From an optimization exercise on the open Yosys and OpenROAD flow, aimed at small area, a short achievable clock period and few clock cycles per item; shortcuts taken in it are not production practice. At most, simulation tests tie the RTL to the original design; equivalence was not proved. No functional check of the RTL was part of runs 1 and 2.

**design/flow/config.mk**
```make
export PLATFORM = sky130hd
export DESIGN_NAME = wsio_scaler
export DESIGN_NICKNAME = wsio_scaler
export VERILOG_FILES = /design/flow/design.v
export SDC_FILE = /design/flow/constraint.sdc
export NUM_CORES = 4
export LEC_CHECK = 0
export ABC_AREA = 1
export CAP_MARGIN = 20
export CORE_MARGIN = 2
export CORE_UTILIZATION = 40
export SETUP_SLACK_MARGIN = 5
export SLEW_MARGIN = 20
```
**design/flow/constraint.sdc**
```tcl
create_clock -name core_clock -period 10.0 [get_ports {clk}]
set_input_delay 2.0000 -clock core_clock [delete_from_list [all_inputs] [get_ports {clk}]]
set_output_delay 2.0000 -clock core_clock [all_outputs]
set_load 0.01 [all_outputs]
```
**design/flow/design.v**
```verilog
module wsio_scaler (
    input  wire        clk,
    input  wire        rst,         
    input  wire        in_valid,
    output wire        in_ready,
    input  wire        in_op,       
    input  wire [63:0] in_data,
    output wire        out_valid,
    input  wire        out_ready,
    output wire [63:0] out_data,
    output wire        out_err
);
    wire [15:0] raw = in_data[15:0];
    reg  [3:0]  lz;
    integer i;
    always @(*) begin
        lz = 4'd0;
        for (i = 0; i < 16; i = i + 1)
            if (raw[i]) lz = 4'd15 - i[3:0];
    end
    wire [15:0] rn     = raw << lz;
    wire        e_hi   = (rn >= 16'd64000);
    wire [16:0] r17    = e_hi ? {1'b0, rn} : {rn, 1'b0};
    wire [18:0] r51    = {2'b00, r17} + {1'b0, r17, 1'b0};    
    wire        e_zero = (raw == 16'd0);
    wire        x_sign = in_data[63];
    wire [10:0] x_exp  = in_data[62:52];
    wire [52:0] x_mant = {1'b1, in_data[51:0]};
    wire [59:0] p_s    = {x_mant, 7'd0} - {6'd0, x_mant, 1'b0} - {7'd0, x_mant} + 60'd32;
    wire        p_c    = p_s[59] & (&p_s[42:5]);
    wire        x_big  = (x_exp > 11'd1029);             
    wire        x_in   = (x_exp >= 11'd1013) && !x_big;
    wire [4:0]  x_d    = x_exp[4:0] - 5'd21;             
    wire [45:0] s1_in = in_op ? {19'd0, 1'b1, p_c, p_s[59:43], x_d, x_sign, x_in, x_big}
                              : {r51, 1'b0, 1'b0, r17, e_hi, lz, 2'b00, e_zero};
    reg         a_valid;
    reg  [45:0] a_d;
    reg         o_valid;
    reg  [62:0] o_data;
    reg         o_err;
    wire en2    = !o_valid || out_ready;        
    wire a_load = en2 || !a_valid;              
    assign in_ready = a_load;
    always @(posedge clk) begin
        if (rst)
            a_valid <= 1'b0;
        else if (a_load)
            a_valid <= in_valid;
        if (a_load)
            a_d <= s1_in;
    end
    assign out_valid = o_valid;
    assign out_data  = {1'b0, o_data};
    assign out_err   = o_err;
    wire        s_op   = a_d[26];
    wire        s_c    = a_d[25];
    wire [16:0] s_v    = a_d[24:8];
    wire [4:0]  s_n    = a_d[7:3];
    wire [2:0]  s_f    = a_d[2:0];
    wire [16:0] e_r17  = s_v;
    wire [16:0] e_r17n = ~s_v;
    wire [18:0] e_r51  = a_d[45:27];
    wire [18:0] e_r51n = ~a_d[45:27];
    wire ts1 = e_r51[17] ^ e_r51n[13];
    wire tc2 = e_r51[17] & e_r51n[13];
    wire ts3 = e_r51[18] ^ e_r51n[14] ^ e_r17[9];
    wire tc4 = (e_r51[18] & e_r51n[14]) | (e_r17[9] & (e_r51[18] ^ e_r51n[14]));
    wire ts5 = e_r51n[15] ^ e_r17[10];
    wire tc6 = e_r51n[15] & e_r17[10];
    wire ts7 = e_r51n[16] ^ e_r17[11];
    wire tc8 = e_r51n[16] & e_r17[11];
    wire ts9 = e_r51n[17] ^ e_r17[12] ^ e_r51[11];
    wire tc10 = (e_r51n[17] & e_r17[12]) | (e_r51[11] & (e_r51n[17] ^ e_r17[12]));
    wire ts11 = e_r51n[18] ^ e_r17[13] ^ e_r51[12];
    wire tc12 = (e_r51n[18] & e_r17[13]) | (e_r51[12] & (e_r51n[18] ^ e_r17[13]));
    wire ts13 = e_r51n[15] ^ e_r51[12];
    wire tc14 = e_r51n[15] & e_r51[12];
    wire ts15 = e_r51n[16] ^ e_r51[13] ^ e_r51[10];
    wire tc16 = (e_r51n[16] & e_r51[13]) | (e_r51[10] & (e_r51n[16] ^ e_r51[13]));
    wire ts17 = e_r51n[17] ^ e_r51[14] ^ e_r51[11];
    wire tc18 = (e_r51n[17] & e_r51[14]) | (e_r51[11] & (e_r51n[17] ^ e_r51[14]));
    wire ts19 = e_r51n[18] ^ e_r51[15] ^ e_r51[12];
    wire tc20 = (e_r51n[18] & e_r51[15]) | (e_r51[12] & (e_r51n[18] ^ e_r51[15]));
    wire ts21 = e_r51[16] ^ e_r51[13] ^ e_r17n[8];
    wire tc22 = (e_r51[16] & e_r51[13]) | (e_r17n[8] & (e_r51[16] ^ e_r51[13]));
    wire ts23 = e_r51[17] ^ e_r51[14] ^ e_r17n[9];
    wire tc24 = (e_r51[17] & e_r51[14]) | (e_r17n[9] & (e_r51[17] ^ e_r51[14]));
    wire ts25 = e_r51[18] ^ e_r51[15] ^ e_r17n[10];
    wire tc26 = (e_r51[18] & e_r51[15]) | (e_r17n[10] & (e_r51[18] ^ e_r51[15]));
    wire ts27 = e_r51[16] ^ e_r17n[11];
    wire tc28 = e_r51[16] & e_r17n[11];
    wire ts29 = e_r51[17] ^ e_r17n[12];
    wire tc30 = e_r51[17] & e_r17n[12];
    wire ts31 = e_r51[18] ^ e_r17n[13] ^ e_r51[9];
    wire tc32 = (e_r51[18] & e_r17n[13]) | (e_r51[9] & (e_r51[18] ^ e_r17n[13]));
    wire ts33 = e_r17n[14] ^ e_r51[10] ^ e_r51n[6];
    wire tc34 = (e_r17n[14] & e_r51[10]) | (e_r51n[6] & (e_r17n[14] ^ e_r51[10]));
    wire ts35 = e_r17n[15] ^ e_r51[11] ^ e_r51n[7];
    wire tc36 = (e_r17n[15] & e_r51[11]) | (e_r51n[7] & (e_r17n[15] ^ e_r51[11]));
    wire ts37 = e_r17n[16] ^ e_r51[12] ^ e_r51n[8];
    wire tc38 = (e_r17n[16] & e_r51[12]) | (e_r51n[8] & (e_r17n[16] ^ e_r51[12]));
    wire ts39 = e_r51[13] ^ e_r51n[9] ^ e_r17[4];
    wire tc40 = (e_r51[13] & e_r51n[9]) | (e_r17[4] & (e_r51[13] ^ e_r51n[9]));
    wire ts41 = e_r51[14] ^ e_r51n[10] ^ e_r17[5];
    wire tc42 = (e_r51[14] & e_r51n[10]) | (e_r17[5] & (e_r51[14] ^ e_r51n[10]));
    wire ts43 = e_r51[4] ^ e_r17[0];
    wire tc44 = e_r51[4] & e_r17[0];
    wire ts45 = e_r51[15] ^ e_r51n[11] ^ e_r17[6];
    wire tc46 = (e_r51[15] & e_r51n[11]) | (e_r17[6] & (e_r51[15] ^ e_r51n[11]));
    wire ts47 = e_r51[5] ^ e_r17[1] ^ 1'b1;
    wire tc48 = (e_r51[5] & e_r17[1]) | (1'b1 & (e_r51[5] ^ e_r17[1]));
    wire ts49 = e_r51[16] ^ e_r51n[12] ^ e_r17[7];
    wire tc50 = (e_r51[16] & e_r51n[12]) | (e_r17[7] & (e_r51[16] ^ e_r51n[12]));
    wire ts51 = e_r51[6] ^ e_r17[2] ^ 1'b1;
    wire tc52 = (e_r51[6] & e_r17[2]) | (1'b1 & (e_r51[6] ^ e_r17[2]));
    wire ts53 = e_r17[8] ^ e_r51[7] ^ e_r17[3];
    wire tc54 = (e_r17[8] & e_r51[7]) | (e_r17[3] & (e_r17[8] ^ e_r51[7]));
    wire ts55 = e_r17[0] ^ 1'b1 ^ ts1;
    wire tc56 = (e_r17[0] & 1'b1) | (ts1 & (e_r17[0] ^ 1'b1));
    wire ts57 = e_r51[8] ^ e_r17[4] ^ e_r17[1];
    wire tc58 = (e_r51[8] & e_r17[4]) | (e_r17[1] & (e_r51[8] ^ e_r17[4]));
    wire ts59 = 1'b1 ^ ts3 ^ tc2;
    wire tc60 = (1'b1 & ts3) | (tc2 & (1'b1 ^ ts3));
    wire ts61 = e_r51[9] ^ e_r17[5] ^ e_r17[2];
    wire tc62 = (e_r51[9] & e_r17[5]) | (e_r17[2] & (e_r51[9] ^ e_r17[5]));
    wire ts63 = 1'b1 ^ ts5 ^ tc4;
    wire tc64 = (1'b1 & ts5) | (tc4 & (1'b1 ^ ts5));
    wire ts65 = e_r51[10] ^ e_r17[6] ^ e_r17[3];
    wire tc66 = (e_r51[10] & e_r17[6]) | (e_r17[3] & (e_r51[10] ^ e_r17[6]));
    wire ts67 = 1'b1 ^ ts7 ^ tc6;
    wire tc68 = (1'b1 & ts7) | (tc6 & (1'b1 ^ ts7));
    wire ts69 = e_r17[7] ^ e_r17[4] ^ e_r51[0];
    wire tc70 = (e_r17[7] & e_r17[4]) | (e_r51[0] & (e_r17[7] ^ e_r17[4]));
    wire ts71 = 1'b1 ^ ts9 ^ tc8;
    wire tc72 = (1'b1 & ts9) | (tc8 & (1'b1 ^ ts9));
    wire ts73 = e_r17[8] ^ e_r17[5] ^ e_r51[1];
    wire tc74 = (e_r17[8] & e_r17[5]) | (e_r51[1] & (e_r17[8] ^ e_r17[5]));
    wire ts75 = 1'b1 ^ ts11 ^ tc10;
    wire tc76 = (1'b1 & ts11) | (tc10 & (1'b1 ^ ts11));
    wire ts77 = e_r17[14] ^ e_r51[13] ^ e_r17[9];
    wire tc78 = (e_r17[14] & e_r51[13]) | (e_r17[9] & (e_r17[14] ^ e_r51[13]));
    wire ts79 = e_r17[6] ^ e_r51[2] ^ tc12;
    wire tc80 = (e_r17[6] & e_r51[2]) | (tc12 & (e_r17[6] ^ e_r51[2]));
    wire ts81 = e_r17[15] ^ e_r51[14] ^ e_r17[10];
    wire tc82 = (e_r17[15] & e_r51[14]) | (e_r17[10] & (e_r17[15] ^ e_r51[14]));
    wire ts83 = e_r17[7] ^ e_r51[3] ^ 1'b1;
    wire tc84 = (e_r17[7] & e_r51[3]) | (1'b1 & (e_r17[7] ^ e_r51[3]));
    wire ts85 = e_r17[16] ^ e_r51[15] ^ e_r17[11];
    wire tc86 = (e_r17[16] & e_r51[15]) | (e_r17[11] & (e_r17[16] ^ e_r51[15]));
    wire ts87 = e_r17[8] ^ e_r51[4] ^ 1'b1;
    wire tc88 = (e_r17[8] & e_r51[4]) | (1'b1 & (e_r17[8] ^ e_r51[4]));
    wire ts89 = e_r51[16] ^ e_r17[12] ^ e_r17[9];
    wire tc90 = (e_r51[16] & e_r17[12]) | (e_r17[9] & (e_r51[16] ^ e_r17[12]));
    wire ts91 = e_r51[5] ^ 1'b1;
    wire tc92 = e_r51[5] & 1'b1;
    wire ts93 = e_r51[17] ^ e_r17[13] ^ e_r17[10];
    wire tc94 = (e_r51[17] & e_r17[13]) | (e_r17[10] & (e_r51[17] ^ e_r17[13]));
    wire ts95 = e_r51[6] ^ 1'b1;
    wire tc96 = e_r51[6] & 1'b1;
    wire ts97 = e_r51[18] ^ e_r17[14] ^ e_r17[11];
    wire tc98 = (e_r51[18] & e_r17[14]) | (e_r17[11] & (e_r51[18] ^ e_r17[14]));
    wire ts99 = e_r51[7] ^ e_r17[0] ^ 1'b1;
    wire tc100 = (e_r51[7] & e_r17[0]) | (1'b1 & (e_r51[7] ^ e_r17[0]));
    wire ts101 = e_r17[15] ^ e_r17[12] ^ e_r51[8];
    wire tc102 = (e_r17[15] & e_r17[12]) | (e_r51[8] & (e_r17[15] ^ e_r17[12]));
    wire ts103 = e_r17[1] ^ 1'b1;
    wire tc104 = e_r17[1] & 1'b1;
    wire ts105 = e_r17[16] ^ e_r17[13] ^ e_r51[9];
    wire tc106 = (e_r17[16] & e_r17[13]) | (e_r51[9] & (e_r17[16] ^ e_r17[13]));
    wire ts107 = e_r17[2] ^ 1'b1;
    wire tc108 = e_r17[2] & 1'b1;
    wire ts109 = e_r17[14] ^ e_r51[10] ^ e_r17[3];
    wire tc110 = (e_r17[14] & e_r51[10]) | (e_r17[3] & (e_r17[14] ^ e_r51[10]));
    wire ts111 = e_r17[15] ^ e_r51[11];
    wire tc112 = e_r17[15] & e_r51[11];
    wire ts113 = e_r17[16] ^ e_r51[12];
    wire tc114 = e_r17[16] & e_r51[12];
    wire ts115 = e_r51n[17] ^ e_r17n[10];
    wire tc116 = e_r51n[17] & e_r17n[10];
    wire ts117 = e_r51n[18] ^ e_r17n[11] ^ e_r51n[4];
    wire tc118 = (e_r51n[18] & e_r17n[11]) | (e_r51n[4] & (e_r51n[18] ^ e_r17n[11]));
    wire ts119 = e_r17n[12] ^ e_r51n[5] ^ e_r51[2];
    wire tc120 = (e_r17n[12] & e_r51n[5]) | (e_r51[2] & (e_r17n[12] ^ e_r51n[5]));
    wire ts121 = e_r17n[13] ^ e_r51n[6] ^ e_r51[3];
    wire tc122 = (e_r17n[13] & e_r51n[6]) | (e_r51[3] & (e_r17n[13] ^ e_r51n[6]));
    wire ts123 = e_r17n[14] ^ e_r51n[7] ^ e_r51[4];
    wire tc124 = (e_r17n[14] & e_r51n[7]) | (e_r51[4] & (e_r17n[14] ^ e_r51n[7]));
    wire ts125 = e_r17n[15] ^ e_r51n[8] ^ e_r51[5];
    wire tc126 = (e_r17n[15] & e_r51n[8]) | (e_r51[5] & (e_r17n[15] ^ e_r51n[8]));
    wire ts127 = e_r17n[16] ^ e_r51n[9] ^ e_r51[6];
    wire tc128 = (e_r17n[16] & e_r51n[9]) | (e_r51[6] & (e_r17n[16] ^ e_r51n[9]));
    wire ts129 = e_r51n[10] ^ e_r51[7] ^ e_r51[4];
    wire tc130 = (e_r51n[10] & e_r51[7]) | (e_r51[4] & (e_r51n[10] ^ e_r51[7]));
    wire ts131 = e_r51n[11] ^ e_r51[8] ^ e_r51[5];
    wire tc132 = (e_r51n[11] & e_r51[8]) | (e_r51[5] & (e_r51n[11] ^ e_r51[8]));
    wire ts133 = e_r51n[12] ^ e_r51[9] ^ e_r51[6];
    wire tc134 = (e_r51n[12] & e_r51[9]) | (e_r51[6] & (e_r51n[12] ^ e_r51[9]));
    wire ts135 = e_r51n[13] ^ e_r51[10] ^ e_r51[7];
    wire tc136 = (e_r51n[13] & e_r51[10]) | (e_r51[7] & (e_r51n[13] ^ e_r51[10]));
    wire ts137 = e_r51n[14] ^ e_r51[11] ^ e_r51[8];
    wire tc138 = (e_r51n[14] & e_r51[11]) | (e_r51[8] & (e_r51n[14] ^ e_r51[11]));
    wire ts139 = e_r51[9] ^ e_r17n[4] ^ e_r51[0];
    wire tc140 = (e_r51[9] & e_r17n[4]) | (e_r51[0] & (e_r51[9] ^ e_r17n[4]));
    wire ts141 = e_r17n[5] ^ e_r51[1] ^ ts15;
    wire tc142 = (e_r17n[5] & e_r51[1]) | (ts15 & (e_r17n[5] ^ e_r51[1]));
    wire ts143 = e_r17n[6] ^ e_r51[2] ^ ts17;
    wire tc144 = (e_r17n[6] & e_r51[2]) | (ts17 & (e_r17n[6] ^ e_r51[2]));
    wire ts145 = e_r17n[7] ^ e_r51[3] ^ ts19;
    wire tc146 = (e_r17n[7] & e_r51[3]) | (ts19 & (e_r17n[7] ^ e_r51[3]));
    wire ts147 = e_r51[4] ^ e_r51n[0] ^ ts21;
    wire tc148 = (e_r51[4] & e_r51n[0]) | (ts21 & (e_r51[4] ^ e_r51n[0]));
    wire ts149 = e_r51[5] ^ e_r51n[1] ^ ts23;
    wire tc150 = (e_r51[5] & e_r51n[1]) | (ts23 & (e_r51[5] ^ e_r51n[1]));
    wire ts151 = e_r51[6] ^ e_r51n[2] ^ ts25;
    wire tc152 = (e_r51[6] & e_r51n[2]) | (ts25 & (e_r51[6] ^ e_r51n[2]));
    wire ts153 = e_r51[7] ^ e_r51n[3] ^ ts27;
    wire tc154 = (e_r51[7] & e_r51n[3]) | (ts27 & (e_r51[7] ^ e_r51n[3]));
    wire ts155 = e_r51[8] ^ e_r51n[4] ^ ts29;
    wire tc156 = (e_r51[8] & e_r51n[4]) | (ts29 & (e_r51[8] ^ e_r51n[4]));
    wire ts157 = e_r51n[5] ^ e_r17[0] ^ ts31;
    wire tc158 = (e_r51n[5] & e_r17[0]) | (ts31 & (e_r51n[5] ^ e_r17[0]));
    wire ts159 = e_r17[1] ^ e_r51[0] ^ ts33;
    wire tc160 = (e_r17[1] & e_r51[0]) | (ts33 & (e_r17[1] ^ e_r51[0]));
    wire ts161 = e_r17[2] ^ e_r51[1] ^ ts35;
    wire tc162 = (e_r17[2] & e_r51[1]) | (ts35 & (e_r17[2] ^ e_r51[1]));
    wire ts163 = e_r17[3] ^ e_r51[2] ^ ts37;
    wire tc164 = (e_r17[3] & e_r51[2]) | (ts37 & (e_r17[3] ^ e_r51[2]));
    wire ts165 = e_r51[3] ^ 1'b1 ^ ts39;
    wire tc166 = (e_r51[3] & 1'b1) | (ts39 & (e_r51[3] ^ 1'b1));
    wire ts167 = 1'b1 ^ ts41 ^ ts43;
    wire tc168 = (1'b1 & ts41) | (ts43 & (1'b1 ^ ts41));
    wire ts169 = ts45 ^ ts47 ^ tc42;
    wire tc170 = (ts45 & ts47) | (tc42 & (ts45 ^ ts47));
    wire ts171 = ts49 ^ ts51 ^ tc46;
    wire tc172 = (ts49 & ts51) | (tc46 & (ts49 ^ ts51));
    wire ts173 = ts53 ^ ts55 ^ tc50;
    wire tc174 = (ts53 & ts55) | (tc50 & (ts53 ^ ts55));
    wire ts175 = ts57 ^ ts59 ^ tc54;
    wire tc176 = (ts57 & ts59) | (tc54 & (ts57 ^ ts59));
    wire ts177 = ts61 ^ ts63 ^ tc58;
    wire tc178 = (ts61 & ts63) | (tc58 & (ts61 ^ ts63));
    wire ts179 = ts65 ^ ts67 ^ tc62;
    wire tc180 = (ts65 & ts67) | (tc62 & (ts65 ^ ts67));
    wire ts181 = ts69 ^ ts71 ^ tc66;
    wire tc182 = (ts69 & ts71) | (tc66 & (ts69 ^ ts71));
    wire ts183 = ts73 ^ ts75 ^ tc70;
    wire tc184 = (ts73 & ts75) | (tc70 & (ts73 ^ ts75));
    wire ts185 = ts77 ^ ts79 ^ tc74;
    wire tc186 = (ts77 & ts79) | (tc74 & (ts77 ^ ts79));
    wire ts187 = ts81 ^ ts83 ^ tc78;
    wire tc188 = (ts81 & ts83) | (tc78 & (ts81 ^ ts83));
    wire ts189 = ts85 ^ ts87 ^ tc82;
    wire tc190 = (ts85 & ts87) | (tc82 & (ts85 ^ ts87));
    wire ts191 = ts89 ^ ts91 ^ tc86;
    wire tc192 = (ts89 & ts91) | (tc86 & (ts89 ^ ts91));
    wire ts193 = ts93 ^ ts95 ^ tc90;
    wire tc194 = (ts93 & ts95) | (tc90 & (ts93 ^ ts95));
    wire ts195 = ts97 ^ ts99 ^ tc94;
    wire tc196 = (ts97 & ts99) | (tc94 & (ts97 ^ ts99));
    wire ts197 = ts101 ^ ts103 ^ tc98;
    wire tc198 = (ts101 & ts103) | (tc98 & (ts101 ^ ts103));
    wire ts199 = ts105 ^ ts107 ^ tc102;
    wire tc200 = (ts105 & ts107) | (tc102 & (ts105 ^ ts107));
    wire ts201 = 1'b1 ^ ts109 ^ tc106;
    wire tc202 = (1'b1 & ts109) | (tc106 & (1'b1 ^ ts109));
    wire ts203 = e_r17[4] ^ 1'b1 ^ ts111;
    wire tc204 = (e_r17[4] & 1'b1) | (ts111 & (e_r17[4] ^ 1'b1));
    wire ts205 = e_r17[5] ^ 1'b1 ^ ts113;
    wire tc206 = (e_r17[5] & 1'b1) | (ts113 & (e_r17[5] ^ 1'b1));
    wire ts207 = e_r51[13] ^ e_r17[6] ^ 1'b1;
    wire tc208 = (e_r51[13] & e_r17[6]) | (1'b1 & (e_r51[13] ^ e_r17[6]));
    wire ts209 = e_r51[14] ^ e_r17[7];
    wire tc210 = e_r51[14] & e_r17[7];
    wire ts211 = e_r51[15] ^ e_r17[8];
    wire tc212 = e_r51[15] & e_r17[8];
    wire ts213 = e_r51[16] ^ e_r17[9];
    wire tc214 = e_r51[16] & e_r17[9];
    wire ts215 = e_r51[17] ^ e_r17[10];
    wire tc216 = e_r51[17] & e_r17[10];
    wire ts217 = e_r51[18] ^ e_r17[11];
    wire tc218 = e_r51[18] & e_r17[11];
    wire ts219 = e_r51n[13] ^ e_r17n[6];
    wire tc220 = e_r51n[13] & e_r17n[6];
    wire ts221 = e_r51n[14] ^ e_r17n[7] ^ e_r51n[0];
    wire tc222 = (e_r51n[14] & e_r17n[7]) | (e_r51n[0] & (e_r51n[14] ^ e_r17n[7]));
    wire ts223 = e_r51n[15] ^ e_r17n[8] ^ e_r51n[1];
    wire tc224 = (e_r51n[15] & e_r17n[8]) | (e_r51n[1] & (e_r51n[15] ^ e_r17n[8]));
    wire ts225 = e_r51n[16] ^ e_r17n[9] ^ e_r51n[2];
    wire tc226 = (e_r51n[16] & e_r17n[9]) | (e_r51n[2] & (e_r51n[16] ^ e_r17n[9]));
    wire ts227 = e_r51n[3] ^ e_r51[0] ^ ts115;
    wire tc228 = (e_r51n[3] & e_r51[0]) | (ts115 & (e_r51n[3] ^ e_r51[0]));
    wire ts229 = e_r51[1] ^ ts117 ^ tc116;
    wire tc230 = (e_r51[1] & ts117) | (tc116 & (e_r51[1] ^ ts117));
    wire ts231 = 1'b1 ^ ts119 ^ tc118;
    wire tc232 = (1'b1 & ts119) | (tc118 & (1'b1 ^ ts119));
    wire ts233 = e_r51[0] ^ ts121 ^ tc120;
    wire tc234 = (e_r51[0] & ts121) | (tc120 & (e_r51[0] ^ ts121));
    wire ts235 = e_r51[1] ^ ts123 ^ tc122;
    wire tc236 = (e_r51[1] & ts123) | (tc122 & (e_r51[1] ^ ts123));
    wire ts237 = e_r51[2] ^ ts125 ^ tc124;
    wire tc238 = (e_r51[2] & ts125) | (tc124 & (e_r51[2] ^ ts125));
    wire ts239 = e_r51[3] ^ ts127 ^ tc126;
    wire tc240 = (e_r51[3] & ts127) | (tc126 & (e_r51[3] ^ ts127));
    wire ts241 = 1'b1 ^ ts129 ^ tc128;
    wire tc242 = (1'b1 & ts129) | (tc128 & (1'b1 ^ ts129));
    wire ts243 = e_r17n[0] ^ ts131 ^ tc130;
    wire tc244 = (e_r17n[0] & ts131) | (tc130 & (e_r17n[0] ^ ts131));
    wire ts245 = e_r17n[1] ^ ts133 ^ tc132;
    wire tc246 = (e_r17n[1] & ts133) | (tc132 & (e_r17n[1] ^ ts133));
    wire ts247 = e_r17n[2] ^ ts135 ^ tc134;
    wire tc248 = (e_r17n[2] & ts135) | (tc134 & (e_r17n[2] ^ ts135));
    wire ts249 = e_r17n[3] ^ ts137 ^ tc136;
    wire tc250 = (e_r17n[3] & ts137) | (tc136 & (e_r17n[3] ^ ts137));
    wire ts251 = ts13 ^ ts139 ^ tc138;
    wire tc252 = (ts13 & ts139) | (tc138 & (ts13 ^ ts139));
    wire ts253 = tc14 ^ ts141 ^ tc140;
    wire tc254 = (tc14 & ts141) | (tc140 & (tc14 ^ ts141));
    wire ts255 = tc16 ^ ts143 ^ tc142;
    wire tc256 = (tc16 & ts143) | (tc142 & (tc16 ^ ts143));
    wire ts257 = tc18 ^ ts145 ^ tc144;
    wire tc258 = (tc18 & ts145) | (tc144 & (tc18 ^ ts145));
    wire ts259 = tc20 ^ ts147 ^ tc146;
    wire tc260 = (tc20 & ts147) | (tc146 & (tc20 ^ ts147));
    wire ts261 = tc22 ^ ts149 ^ tc148;
    wire tc262 = (tc22 & ts149) | (tc148 & (tc22 ^ ts149));
    wire ts263 = tc24 ^ ts151 ^ tc150;
    wire tc264 = (tc24 & ts151) | (tc150 & (tc24 ^ ts151));
    wire ts265 = tc26 ^ ts153 ^ tc152;
    wire tc266 = (tc26 & ts153) | (tc152 & (tc26 ^ ts153));
    wire ts267 = tc28 ^ ts155 ^ tc154;
    wire tc268 = (tc28 & ts155) | (tc154 & (tc28 ^ ts155));
    wire ts269 = tc30 ^ ts157 ^ tc156;
    wire tc270 = (tc30 & ts157) | (tc156 & (tc30 ^ ts157));
    wire ts271 = tc32 ^ ts159 ^ tc158;
    wire tc272 = (tc32 & ts159) | (tc158 & (tc32 ^ ts159));
    wire ts273 = tc34 ^ ts161 ^ tc160;
    wire tc274 = (tc34 & ts161) | (tc160 & (tc34 ^ ts161));
    wire ts275 = tc36 ^ ts163 ^ tc162;
    wire tc276 = (tc36 & ts163) | (tc162 & (tc36 ^ ts163));
    wire ts277 = tc38 ^ ts165 ^ tc164;
    wire tc278 = (tc38 & ts165) | (tc164 & (tc38 ^ ts165));
    wire ts279 = tc40 ^ ts167 ^ tc166;
    wire tc280 = (tc40 & ts167) | (tc166 & (tc40 ^ ts167));
    wire ts281 = tc44 ^ ts169 ^ tc168;
    wire tc282 = (tc44 & ts169) | (tc168 & (tc44 ^ ts169));
    wire ts283 = tc48 ^ ts171 ^ tc170;
    wire tc284 = (tc48 & ts171) | (tc170 & (tc48 ^ ts171));
    wire ts285 = tc52 ^ ts173 ^ tc172;
    wire tc286 = (tc52 & ts173) | (tc172 & (tc52 ^ ts173));
    wire ts287 = tc56 ^ ts175 ^ tc174;
    wire tc288 = (tc56 & ts175) | (tc174 & (tc56 ^ ts175));
    wire ts289 = tc60 ^ ts177 ^ tc176;
    wire tc290 = (tc60 & ts177) | (tc176 & (tc60 ^ ts177));
    wire ts291 = tc64 ^ ts179 ^ tc178;
    wire tc292 = (tc64 & ts179) | (tc178 & (tc64 ^ ts179));
    wire ts293 = tc68 ^ ts181 ^ tc180;
    wire tc294 = (tc68 & ts181) | (tc180 & (tc68 ^ ts181));
    wire ts295 = tc72 ^ ts183 ^ tc182;
    wire tc296 = (tc72 & ts183) | (tc182 & (tc72 ^ ts183));
    wire ts297 = tc76 ^ ts185 ^ tc184;
    wire tc298 = (tc76 & ts185) | (tc184 & (tc76 ^ ts185));
    wire ts299 = tc80 ^ ts187 ^ tc186;
    wire tc300 = (tc80 & ts187) | (tc186 & (tc80 ^ ts187));
    wire ts301 = tc84 ^ ts189 ^ tc188;
    wire tc302 = (tc84 & ts189) | (tc188 & (tc84 ^ ts189));
    wire ts303 = tc88 ^ ts191 ^ tc190;
    wire tc304 = (tc88 & ts191) | (tc190 & (tc88 ^ ts191));
    wire ts305 = tc92 ^ ts193 ^ tc192;
    wire tc306 = (tc92 & ts193) | (tc192 & (tc92 ^ ts193));
    wire ts307 = tc96 ^ ts195 ^ tc194;
    wire tc308 = (tc96 & ts195) | (tc194 & (tc96 ^ ts195));
    wire ts309 = tc100 ^ ts197 ^ tc196;
    wire tc310 = (tc100 & ts197) | (tc196 & (tc100 ^ ts197));
    wire ts311 = tc104 ^ ts199 ^ tc198;
    wire tc312 = (tc104 & ts199) | (tc198 & (tc104 ^ ts199));
    wire ts313 = tc108 ^ ts201 ^ tc200;
    wire tc314 = (tc108 & ts201) | (tc200 & (tc108 ^ ts201));
    wire ts315 = tc110 ^ ts203 ^ tc202;
    wire tc316 = (tc110 & ts203) | (tc202 & (tc110 ^ ts203));
    wire ts317 = tc112 ^ ts205 ^ tc204;
    wire tc318 = (tc112 & ts205) | (tc204 & (tc112 ^ ts205));
    wire ts319 = tc114 ^ ts207 ^ tc206;
    wire tc320 = (tc114 & ts207) | (tc206 & (tc114 ^ ts207));
    wire ts321 = 1'b1 ^ ts209 ^ tc208;
    wire tc322 = (1'b1 & ts209) | (tc208 & (1'b1 ^ ts209));
    wire ts323 = 1'b1 ^ ts211 ^ tc210;
    wire tc324 = (1'b1 & ts211) | (tc210 & (1'b1 ^ ts211));
    wire ts325 = 1'b1 ^ ts213 ^ tc212;
    wire tc326 = (1'b1 & ts213) | (tc212 & (1'b1 ^ ts213));
    wire ts327 = 1'b1 ^ ts215 ^ tc214;
    wire tc328 = (1'b1 & ts215) | (tc214 & (1'b1 ^ ts215));
    wire ts329 = 1'b1 ^ ts217 ^ tc216;
    wire tc330 = (1'b1 & ts217) | (tc216 & (1'b1 ^ ts217));
    wire ts331 = e_r17[12] ^ 1'b1 ^ tc218;
    wire tc332 = (e_r17[12] & 1'b1) | (tc218 & (e_r17[12] ^ 1'b1));
    wire ts333 = e_r17[13] ^ 1'b1;
    wire tc334 = e_r17[13] & 1'b1;
    wire ts335 = e_r17[14] ^ 1'b1;
    wire tc336 = e_r17[14] & 1'b1;
    wire ts337 = e_r17[15] ^ 1'b1;
    wire tc338 = e_r17[15] & 1'b1;
    wire [60:0] e_sa = {ts337, ts335, ts333, ts331, ts329, ts327, ts325, ts323, ts321, ts319, ts317, ts315, ts313, ts311, ts309, ts307, ts305, ts303, ts301, ts299, ts297, ts295, ts293, ts291, ts289, ts287, ts285, ts283, ts281, ts279, ts277, ts275, ts273, ts271, ts269, ts267, ts265, ts263, ts261, ts259, ts257, ts255, ts253, ts251, ts249, ts247, ts245, ts243, ts241, ts239, ts237, ts235, ts233, ts231, ts229, ts227, ts225, ts223, ts221, 1'b1, e_r51n[12]};
    wire [60:0] e_sb = {tc336, tc334, tc332, tc330, tc328, tc326, tc324, tc322, tc320, tc318, tc316, tc314, tc312, tc310, tc308, tc306, tc304, tc302, tc300, tc298, tc296, tc294, tc292, tc290, tc288, tc286, tc284, tc282, tc280, tc278, tc276, tc274, tc272, tc270, tc268, tc266, tc264, tc262, tc260, tc258, tc256, tc254, tc252, tc250, tc248, tc246, tc244, tc242, tc240, tc238, tc236, tc234, tc232, tc230, tc228, tc226, tc224, tc222, tc220, ts219, e_r17n[5]};
    wire [60:0] e_sum = e_sa + e_sb;
    wire [51:0] e_frac = e_sum[60:9];
    wire [10:0] e_exp  = 11'd1028 - {7'd0, s_n[3:0]} + {10'd0, s_n[4]};
    wire [62:0] e_res  = s_f[0] ? 63'd0 : {e_exp, e_frac};
    wire [16:0] r_p    = s_v + {16'd0, s_c};            
    wire [16:0] r_t    = r_p >> (5'd16 - s_n);
    wire        r_sign = s_f[2];
    wire        r_in   = s_f[1];
    wire        r_err  = s_f[0] | (r_in & (r_sign ? (r_t != 17'd0) : r_t[16]));
    wire [15:0] r_val  = (r_err | r_sign | !r_in) ? 16'd0 : r_t[15:0];
    always @(posedge clk) begin
        if (rst)
            o_valid <= 1'b0;
        else if (en2)
            o_valid <= a_valid;
        if (en2) begin
            o_data <= s_op ? {47'd0, r_val} : e_res;
            o_err  <= s_op & r_err;
        end
    end
endmodule
```
**design/flow/run.sh**
```bash
#!/bin/bash
# synth_recipe.tcl (not shown) runs the flow's synth.tcl, then flattens the netlist and writes it again
# the make line also repeats each setting of config.mk as NAME=value (left out here)
make -C /OpenROAD-flow-scripts/flow DESIGN_CONFIG=/design/flow/config.mk WORK_HOME=/design/flow/orfs CLKGATE_MAP_FILE= SYNTH_SCRIPT=/design/flow/synth_recipe.tcl finish
```
==> results of run 1 <==
[worst min path at each step]
stage,from,end,cells past startpoint
finish,a_valid,o_valid,2
global route,a_valid,o_valid,2
CTS,a_valid,o_valid,2
detailed placement,a_valid,o_valid,2
global placement,a_valid,o_valid,2
floorplan,a_valid,o_valid,2
[timing repair]
action | CTS | global route
pin swaps | 114 | 94
resized for setup | 388 | 147
setup endpoints to repair | 64 | 54
cloned | 6 | 0
buffers inserted | 143 | 62
[per-layer routing]
metal	part of all wire	global-route usage	vias up
met2	0.50	0.477	574
met4	0.032	0.0794	0
met5	0	0	-
met1	0.42	0.337	9101
met3	0.048	0.0258	106
li1	-	-	9017
[cell families after synthesis]
| logic type | after synthesis | share of synthesized area |
|---|---|---|
| AND/OR/NAND/NOR | 908 | 0.207 |
| AO/OA/AOI/OAI | 569 | 0.173 |
| buffers and inverters | 537 | 0.110 |
| adder cells (fa/ha/maj) | 368 | 0.314 |
| flip-flops | 109 | 0.174 |
| XOR/XNOR | 44 | 0.0207 |
| other | 1 | 0.000201 |
| multiplexers | 1 | 0.000536 |
[area by class of cell]
cell class	instances	area [µm²]	share of cell area
timing repair inverter	2	11.3	0.000458
clock inverter	7	88.8	0.00362
timing repair buffer	345	3070	0.125
antenna	1	2.50	0.000102
inverter	503	1970	0.0800
tap	607	759	0.0309
multi-input combinational	1894	15200	0.618
clock buffer	9	225	0.00917
sequential	109	3250	0.132
[stage by stage]
| step | utilization | hold slack (ns) |
|---|---|---|
| 4_1_cts | 0.508 | 0.479 |
| 3_3_place_gp | 0.452 | 0.451 |
| 3_5_place_dp | 0.452 | 0.463 |
| 6_report | 0.531 | 0.472 |
| 5_1_grt | 0.531 | 0.501 |
| 2_1_floorplan | - | 0.436 |
[critical path, delay by kind of cell]
| kind | cells | cell delay, ns |
|---|---|---|
| buffers and inverters | 5 | 0.49 |
| AO/OA/AOI/OAI | 6 | 0.81 |
| adder cells (fa/ha/maj) | 1 | 0.23 |
| AND/OR/NAND/NOR | 25 | 1.92 |
[registers in the layout, indices dropped and copies added (netlist names)]
register,count
o_data,60
a_d,46
a_valid,1
o_valid,1
o_err,1
[layout by cell type, fill, tap and decap left out, types with 107 or more instances in the layout]
cell type / Yosys / final
ha_1: 201 / 160
fa_1: 167 / 161
a21oi_1: 246 / 201
o21ai_0: 168 / 132
nor2_1: 220 / 199
buf_4: 5 / 188
edfxtp_1: 107 / 107
inv_1: 495 / 456
nand2_1: 451 / 393
clkdlybuf4s50_1: 0 / 110
==> flow_summary.toml, run 1 <==
[synth]
synth_commonest_cells = "495 x inv_1, 451 x nand2_1, 246 x a21oi_1"
synth_top_cell_area_share = 0.179
avgSynthCellArea_um2 = 7.36
syn-instance-count = 2537
ys_ff_latch = 109
yosysWarningCount = 1
synth.most_common_cell = "inv_1"
syn_area_mm2 = 0.0187
synth_top_area_cell = "fa_1"
synth_edf_count = 107
synthFlopType = "edfxtp_1"
synth_nets = 2974
synth_seq_area_share = 0.174
async_reset_ff_frac = 0
synth.area.top_cells = "fa_1 18%, edfxtp_1 17%, ha_1 13%"
synth.distinct_cells = 58

[timing]
grt_setup_unrepaired = "yes"
clock_skew_ns = 0.0101
finalCritPeriodShare = 0.539
finalSetupViolCount = 0
period_needed_ns = 5.39
drv_slew = 0
tns_ns = 0
maxSlewHeadroom = 0.332
hold_viol = 0
fin_ws_ns = 4.61
tightest_slew_ns = 0.999
fmax_ghz = 0.186

[floorplan]
die_y_um = 220
start_util = 0.403
coreArea_mm2 = 0.0463
chipWidth_um = 220
die_area_mm2 = 0.0484
ios = 136
rows = 79

[flow_run]
drv_cap = 0

[route]
vias = 18798
wl_per_cell_um = 18.6
viasPerCell = 5.41
ant_nets = 0
drt_wl_total_mm = 64.6
drt_iter0_markers = 1445
drtPass1Iterations = 6
drc_errors = 0

[worst_setup_path]
slowest_delay_ns = 0.23
critPathCaptureType = "flop"
critical_path_class = "input port to flop"
crit_end = "a_d[45]"
cp.arrival_ns = 5.52
worstPathRequired_ns = 10.13
crit_path_start = "in_data[2]"
startpoint_type = "input port"
r2r_end = "o_data[51]"
r2r_cells = 20
reg2reg_from = "a_d[41]"
r2r_setup_slack_ns = 5.03
crit_path_max_fanout = 7
critPathSlowestCell = "ha_4"
cpMostUsedCell = "nand2_1"

[clock_network]
cts_sinks = 109
clkSlewWorstSetupHoldPaths_ns = 0.09
cts_inserted_buffers = 9
htree_levels = 3
cts_hold_buffers = 0
cts_buffer_depth = 2
tritoncts = "done"
clkLatencyLatePin_ns = 0.38
cts_root_buffer = "clkbuf_16"

[global_routing]
grt_usage = 0.266
grt_max_degree = 63
grt_pass1_wl_mm = 100
grt_pass1_vias = 18555
grt_overflow = 0
antenna_found_initial = 0

[place]
pre_cts_ws_ns = 2.93
dp_hpwl_mm = 50.7
gp_congestion = 0.957
io_buffers = 134
dpl_cell_area_mm2 = 0.0209
placed_cells = 3249

[cells_and_area]
drive_above_1_share = 0.215
nFillCells = 4455
final_nets = 3301
stdcell_count = 3477
fin_area_mm2 = 0.0246
syn2layout_area_growth_pct = 31.7

[min_path]
hold_class = "flop to flop"

[run_status]
status = "complete, no violations"
==> inputs of run 2 (changes only) <==
--- a/design/flow/design.v
+++ b/design/flow/design.v
@@ -22,5 +22,7 @@
     wire        e_hi   = (rn >= 16'd64000);
     wire [16:0] r17    = e_hi ? {1'b0, rn} : {rn, 1'b0};
-    wire [18:0] r51    = {2'b00, r17} + {1'b0, r17, 1'b0};    
+    wire [17:0] raw3   = {2'b00, raw} + {1'b0, raw, 1'b0};    
+    wire [17:0] rn3    = raw3 << lz;
+    wire [18:0] r51    = e_hi ? {1'b0, rn3} : {rn3, 1'b0};     
     wire        e_zero = (raw == 16'd0);
     wire        x_sign = in_data[63];
==> run 2 against run 1 <==
Worst setup slack improved by 0.47 ns; sequential share of layout area increased by 0.34 points; non-clock buffer count decreased by 108; final cell count increased by 4.4%.
==> flow_summary.toml, run 2 <==
[timing]
finalCritPeriodShare = 0.492
drv_slew = 0
fmax_ghz = 0.203
hold_viol = 0
tns_ns = 0
grt_setup_unrepaired = "yes"
tightest_slew_ns = 0.849
maxSlewHeadroom = 0.433
holdWs_ns = 0.501
clock_skew_ns = 0.0143
finalSetupViolCount = 0
period_needed_ns = 4.92
fin_ws_ns = 5.08

[run_status]
status = "complete, no violations"

[floorplan]
die_y_um = 226
start_util = 0.404
ios = 136
rows = 81
chipWidth_um = 226
die_area_mm2 = 0.0511
coreArea_mm2 = 0.0488

[min_path]
worst_hold_path.endpoint = "o_valid"
hold_class = "flop to flop"
hold_path_depth = 2
hold_start = "a_valid"

[synth]
syn_area_mm2 = 0.0197
synth_commonest_cells = "550 x nand2_1, 455 x inv_1, 257 x a21oi_1"
synth.distinct_cells = 56
avgSynthCellArea_um2 = 7.16
synth_nets = 3201
synth.area.top_cells = "fa_1 17%, edfxtp_1 16%, ha_1 13%"
synth_top_cell_area_share = 0.169
syn-instance-count = 2757
ys_ff_latch = 109
synth.most_common_cell = "nand2_1"
synthFlopType = "edfxtp_1"
synth_seq_area_share = 0.165
synth_edf_count = 107
yosysWarningCount = 1
synth_top_area_cell = "fa_1"
async_reset_ff_frac = 0

[worst_setup_path]
cp.arrival_ns = 2.92
critical_path_class = "input port to primary output"
worstPathRequired_ns = 8.00
reg2reg_from = "a_d[41]"
r2r_end = "o_data[47]"
r2r_cells = 19
r2r_setup_slack_ns = 5.17
startpoint_type = "input port"
critPathCaptureType = "primary output"
crit_path_max_fanout = 2

[cells_and_area]
final_cell_mix = "521 x nand2_1, 425 x inv_1, 218 x a21oi_1, 212 x nor2_1, 211 x nand3_1"
syn2layout_area_growth_pct = 21.4
largest_register_ffs = 60
multi_input_area_mm2 = 0.0156
seqCellArea_mm2 = 0.00325
final_nets = 3404
largestRegisters = "o_data x60, a_d x46"
nFillCells = 4960
antenna_cells = 0
drive_above_1_share = 0.130
top_register = "o_data"
final_common_cell = "nand2_1"
fin_area_mm2 = 0.0240
stdcell_count = 3629

[route]
viasPerCell = 5.52
ant_nets = 0
vias = 20044
met2_length_mm = 35.8
drc_errors = 0
wl_per_cell_um = 20.0
drt_wl_total_mm = 72.8
wl_met1_mm = 29.8
drt_iter0_markers = 1822
top_layer = "met4"
wl_met3_mm = 4.13
drtPass1Iterations = 7

[flow_run]
drv_cap = 0

[global_routing]
grt_max_degree = 63
antenna_found_initial = 0
grt_pass1_vias = 19435
grt_overflow = 0
grt_pass1_wl_mm = 110
grt_usage = 0.282

[clock_network]
clkLatencyLatePin_ns = 0.41
tritoncts = "done"
cts_buffer_depth = 2
clkSlewWorstSetupHoldPaths_ns = 0.08
cts_sinks = 109
cts_inserted_buffers = 9
cts_hold_buffers = 0
cts_root_buffer = "clkbuf_16"
htree_levels = 3

[place]
placed_cells = 3511
pre_cts_ws_ns = 3.13
dpl_cell_area_mm2 = 0.0217
dp_hpwl_mm = 58.5
gp_congestion = 1.00
io_buffers = 134
run 2: changes by cell type in the layout (fill, tap and decap cells not counted), moves of 24 or more:
cell	delta
buf_6	-24
inv_1	-31
o21ai_0	+24
buf_4	-87
nand3_1	+112
nand2_4	-24
nand2_2	-24
nand2_1	+128
run 2: stage by stage:
stage	utilization
finish	0.490
global route	0.490
CTS	0.470
detailed placement	0.445
global placement	0.445
floorplan	-
run 2: kinds of logic after synthesis:
| family | after synthesis | synth area share |
|---|---|---|
| other | 1 | 0.000190 |
| DFF | 109 | 0.165 |
| buffers and inverters | 515 | 0.101 |
| xor gates and xnor gates | 62 | 0.0275 |
| AOI/OAI and AO/OA | 592 | 0.167 |
| and+or+nand+nor | 1100 | 0.236 |
| adders and majority gates | 375 | 0.301 |
| muxes | 3 | 0.00152 |
run 2: worst max path at each step:
stage	startpoint	to	slack, ns	cells after the start
after detailed placement	in_data[1]	a_d[31]	3.13	17
after global routing	a_d[17]	o_data[47]	4.94	19
final	out_ready	in_ready	5.08	5
after CTS	in_data[39]	a_d[21]	5.00	14
after floorplan	in_data[12]	a_d[23]	5.07	17
after global placement	in_data[1]	a_d[44]	3.31	19
run 2: routing by layer:
metal	vias up	track usage
met5	-	0
met4	0	0.106
met3	159	0.0267
met2	760	0.500
met1	9590	0.356
li1	9535	-
run 2: cell type report:
type	count	share of cell area
Clock buffer	9	0.00940
Sequential cell	109	0.136
Multi-Input combinational cell	2141	0.650
Clock inverter	7	0.00423
Timing Repair inverter	1	0.000209
Timing Repair Buffer	237	0.0909
Inverter	461	0.0752
Tap cell	664	0.0347
run 2: critical path: stages:
cell	delay [ns]
clkdlybuf4s50_1	0.41
inv_2	0.08
nand3_4	0.08
buf_12	0.13
clkdlybuf4s15_1	0.22
run 2: timing repair:
item	4_1_cts	5_1_grt
gates cloned	9	2
gates resized for setup	213	196
buffers inserted	40	51
hold endpoints to repair	0	0
endpoints found under the setup margin	67	60
pin swaps	34	47
==> inputs of run 3 (changes only) <==
--- a/design/flow/design.v
+++ b/design/flow/design.v
@@ -34,10 +34,17 @@
     wire        x_in   = (x_exp >= 11'd1013) && !x_big;
     wire [4:0]  x_d    = x_exp[4:0] - 5'd21;             
-    wire [45:0] s1_in = in_op ? {19'd0, 1'b1, p_c, p_s[59:43], x_d, x_sign, x_in, x_big}
-                              : {r51, 1'b0, 1'b0, r17, e_hi, lz, 2'b00, e_zero};
+    wire [42:0] s1_in = {in_op,
+                         in_op ? {p_c, x_sign, x_in, x_big} : r51[18:15],
+                         r51[14:0],
+                         in_op ? p_s[59:43] : r17,
+                         in_op ? x_d : {e_hi, lz},
+                         e_zero};
     reg         a_valid;
-    reg  [45:0] a_d;
+    reg  [42:0] a_d;
     reg         o_valid;
-    reg  [62:0] o_data;
+    reg  [51:0] o_data;
+    reg         o_e10;      
+    reg         o_e9;       
+    reg  [4:0]  o_e4;       
     reg         o_err;
     wire en2    = !o_valid || out_ready;        
@@ -53,15 +60,15 @@
     end
     assign out_valid = o_valid;
-    assign out_data  = {1'b0, o_data};
+    assign out_data  = {1'b0, o_e10, {5{o_e9}}, o_e4, o_data};
     assign out_err   = o_err;
-    wire        s_op   = a_d[26];
-    wire        s_c    = a_d[25];
-    wire [16:0] s_v    = a_d[24:8];
-    wire [4:0]  s_n    = a_d[7:3];
-    wire [2:0]  s_f    = a_d[2:0];
+    wire        s_op   = a_d[42];
+    wire [18:0] s_w    = a_d[41:23];
+    wire [16:0] s_v    = a_d[22:6];
+    wire [4:0]  s_n    = a_d[5:1];
+    wire        s_z    = a_d[0];
     wire [16:0] e_r17  = s_v;
     wire [16:0] e_r17n = ~s_v;
-    wire [18:0] e_r51  = a_d[45:27];
-    wire [18:0] e_r51n = ~a_d[45:27];
+    wire [18:0] e_r51  = s_w;
+    wire [18:0] e_r51n = ~s_w;
     wire ts1 = e_r51[17] ^ e_r51n[13];
     wire tc2 = e_r51[17] & e_r51n[13];
@@ -407,10 +414,11 @@
     wire [51:0] e_frac = e_sum[60:9];
     wire [10:0] e_exp  = 11'd1028 - {7'd0, s_n[3:0]} + {10'd0, s_n[4]};
-    wire [62:0] e_res  = s_f[0] ? 63'd0 : {e_exp, e_frac};
+    wire [51:0] e_res  = s_z ? 52'd0 : e_frac;
     wire [16:0] r_p    = s_v + {16'd0, s_c};            
     wire [16:0] r_t    = r_p >> (5'd16 - s_n);
-    wire        r_sign = s_f[2];
-    wire        r_in   = s_f[1];
-    wire        r_err  = s_f[0] | (r_in & (r_sign ? (r_t != 17'd0) : r_t[16]));
+    wire        s_c    = s_w[18];
+    wire        r_sign = s_w[17];
+    wire        r_in   = s_w[16];
+    wire        r_err  = s_w[15] | (r_in & (r_sign ? (r_t != 17'd0) : r_t[16]));
     wire [15:0] r_val  = (r_err | r_sign | !r_in) ? 16'd0 : r_t[15:0];
     always @(posedge clk) begin
@@ -420,5 +428,8 @@
             o_valid <= a_valid;
         if (en2) begin
-            o_data <= s_op ? {47'd0, r_val} : e_res;
+            o_data <= s_op ? {36'd0, r_val} : e_res;
+            o_e10  <= !s_op && !s_z && e_exp[10];
+            o_e9   <= !s_op && !s_z && !e_exp[10];
+            o_e4   <= (s_op || s_z) ? 5'd0 : e_exp[4:0];
             o_err  <= s_op & r_err;
         end
==> run 3 against run 2 <==
Critical path depth down 1; synthesized cell count up 4.0%; die area up 1.8%; highest routed layer unchanged; fmax down 1.2%; critical path type unchanged; non-clock buffer count down 20; global-route usage down 1.1 points; still clean; clock skew up 0.0020 ns.
==> flow_summary.toml, run 3 <==
[run_status]
status = "complete, no violations"

[worst_setup_path]
critPathCaptureType = "primary output"
worstPathRequired_ns = 8.00
startpoint_type = "input port"
r2r_setup_slack_ns = 5.07
slowest_delay_ns = 0.42
reg2reg_from = "a_d[15]"
r2r_end = "o_data[41]"
critPathSlowestCell = "clkdlybuf4s50_1"
r2r_cells = 18
critPathBufInv = 3
critical_path.cell_chain = "clkdlybuf4s50_1, inv_2, nand3_4, dlygate4sd2_1"
cp.arrival_ns = 2.98
crit_path_start = "out_ready"
critical_path_class = "input port to primary output"
crit_path_max_fanout = 4
path_delay_family = "buffers and inverters"

[cells_and_area]
largest_register_ffs = 52
largestRegisters = "o_data x52, a_d x43, o_e4 x5"
drive_above_1_share = 0.105
final_common_cell = "nand2_1"
final_nets = 3486
syn2layout_area_growth_pct = 19.0
antenna_cells = 0
final_cell_mix = "567 x nand2_1, 468 x inv_1, 245 x nand3_1, 230 x nor2_1, 229 x a21oi_1"
utilization = 0.479
top_register = "o_data"
fin_area_mm2 = 0.0239

[clock_network]
cts_buffer_depth = 2
tritoncts = "done"
htree_levels = 3
clkLatencyLatePin_ns = 0.41
cts_inserted_buffers = 9
cts_root_buffer = "clkbuf_16"
cts_sinks = 105
clkSlewWorstSetupHoldPaths_ns = 0.08

[place]
dp_hpwl_mm = 58.6
dpl_cell_area_mm2 = 0.0220
io_buffers = 134
gp_congestion = 0.970
pre_cts_ws_ns = 3.56

[floorplan]
coreArea_mm2 = 0.0499
die_y_um = 228
chipWidth_um = 228
die_area_mm2 = 0.0520
start_util = 0.403
ios = 136
rows = 82

[timing]
finalSetupViolCount = 0
tns_ns = 0
grt_setup_unrepaired = "yes"
clock_skew_ns = 0.0163
drv_slew = 0
fmax_ghz = 0.201
period_needed_ns = 4.98
fin_ws_ns = 5.02
maxSlewHeadroom = 0.438
hold_viol = 0
tightest_slew_ns = 0.844
finalCritPeriodShare = 0.498

[flow_run]
drv_cap = 0

[synth]
yosysWarningCount = 1
syn_area_mm2 = 0.0201
avgSynthCellArea_um2 = 7.01
synth.area.top_cells = "fa_1 17%, edfxtp_1 15%, ha_1 13%"
synth_nets = 3310
synth_edf_count = 103
synthFlopType = "edfxtp_1"
synth_commonest_cells = "580 x nand2_1, 501 x inv_1, 257 x a21oi_1"
synth_top_cell_area_share = 0.166
synth.most_common_cell = "nand2_1"
syn-instance-count = 2867
ys_ff_latch = 105
synth_seq_area_share = 0.156
async_reset_ff_frac = 0
synth.distinct_cells = 55
synth_top_area_cell = "fa_1"

[min_path]
hold_start = "a_valid"
hold_class = "flop to flop"
worst_hold_path.endpoint = "o_valid"
hold_path_depth = 2

[global_routing]
antenna_found_initial = 0
grt_overflow = 0
grt_usage = 0.272
grt_pass1_wl_mm = 112
grt_max_degree = 62
grt_pass1_vias = 19689

[route]
drc_errors = 0
drt_wl_total_mm = 72.6
wl_per_cell_um = 19.5
ant_nets = 0
viasPerCell = 5.54
drt_iter0_markers = 1961
vias = 20621
drtPass1Iterations = 6
-- run 3: kinds of logic after synthesis --
| family | count (synthesis) | share of synthesized area |
|---|---|---|
| DFF | 105 | 0.156 |
| and+or+nand+nor | 1188 | 0.254 |
| buffers and inverters | 568 | 0.110 |
| xor gates and xnor gates | 64 | 0.0279 |
| muxes | 2 | 0.000997 |
| other | 1 | 0.000187 |
| AOI/OAI and AO/OA | 565 | 0.155 |
| adders and majority gates | 374 | 0.295 |
-- run 3: routing by layer --
| layer | global-route usage | up-vias | routed length, µm |
|---|---|---|---|
| met3 | 0.0355 | 165 | 4350 |
| met1 | 0.353 | 9813 | 30500 |
| li1 | - | 9824 | - |
| met5 | 0 | - | 0 |
| met4 | 0.106 | 0 | 3130 |
| met2 | 0.459 | 819 | 34700 |
-- run 3: metrics by stage --
| step | hold WS (ns) | std cells |
|---|---|---|
| after floorplan | 0.436 | 2867 |
| after global placement | 0.449 | 3623 |
| after detailed placement | 0.460 | 3623 |
| after CTS | 0.626 | 3678 |
| after global routing | 0.640 | 3720 |
| final | 0.617 | 3720 |
-- run 3: timing repair --
action                     4_1_cts  5_1_grt
setup endpoints to repair       61       52
setup buffers                   35       40
hold buffers                     0        0
pin swaps                        9       32
cloned                           4        2
gates resized for setup        148      197
-- run 3: cell type report --
cell class | count | area, µm²
clock buffer | 9 | 225
clock inverter | 7 | 96.3
fill | 5142 | 26000
inverter | 510 | 2000
multi-input combinational | 2199 | 15600
sequential | 105 | 3130
tap | 672 | 841
timing repair buffer | 217 | 1960
timing repair inverter | 1 | 5.00
-- run 3: worst register-to-register path, delay by kind of cell (launching register included) --
kind,cells,cell delay (ns)
adder cells (fa/ha/maj),5,2.18
AO/OA/AOI/OAI,6,1.07
flip-flops,1,0.44
buffers and inverters,4,0.41
XOR/XNOR,1,0.34
AND/OR/NAND/NOR,2,0.23
-- run 3: how the worst max path moves through the flow --
| stage | depth (start not counted) | end | slack (ns) |
|---|---|---|---|
| 2_1_floorplan | 21 | a_d[15] | 5.17 |
| 3_3_place_gp | 16 | a_d[5] | 3.69 |
| 3_5_place_dp | 16 | a_d[5] | 3.56 |
| 4_1_cts | 4 | in_ready | 4.78 |
| 5_1_grt | 22 | o_data[30] | 4.85 |
| 6_report | 4 | in_ready | 5.02 |
Testbench counts of run 3, summed over its fixed seeds: cycles 4,008, items 4,000.

==> what the ideal ports hide <==
No port has a modelled driver above. Below, the same layouts with a new extraction and two added sets of constraints.
Step 1 sets driving cells, clkbuf_16 on the clock port and buf_2 on the other inputs (assumed; they add their load-dependent delay and slew).
Step 2 moves the port delays by t, midway between the first and last clock arrival at a register: inputs arrive t later, outputs are due t later. That takes back most of the time a late clock gives input paths.
Slacks: ideal ports / drivers / drivers and shift; pairs: ideal ports / drivers.
run | shift t [ns] | slack for setup (ns) | latest minus earliest clock arrival (ns) | pins driven straight from the clock port
run 1 | 0.430 | 4.615 / 4.592 / 4.162 | 0.010 / 0.010 | 1
run 2 | 0.454 | 5.082 / 5.060 / 4.723 | 0.015 / 0.014 | 1
run 3 | 0.454 | 5.022 / 4.991 / 4.707 | 0.017 / 0.016 | 1
After both steps every run listed still meets setup and hold. The setup slack of run 1, which loses most, moves by -0.023 ns with the drivers and by -0.453 ns with both steps.
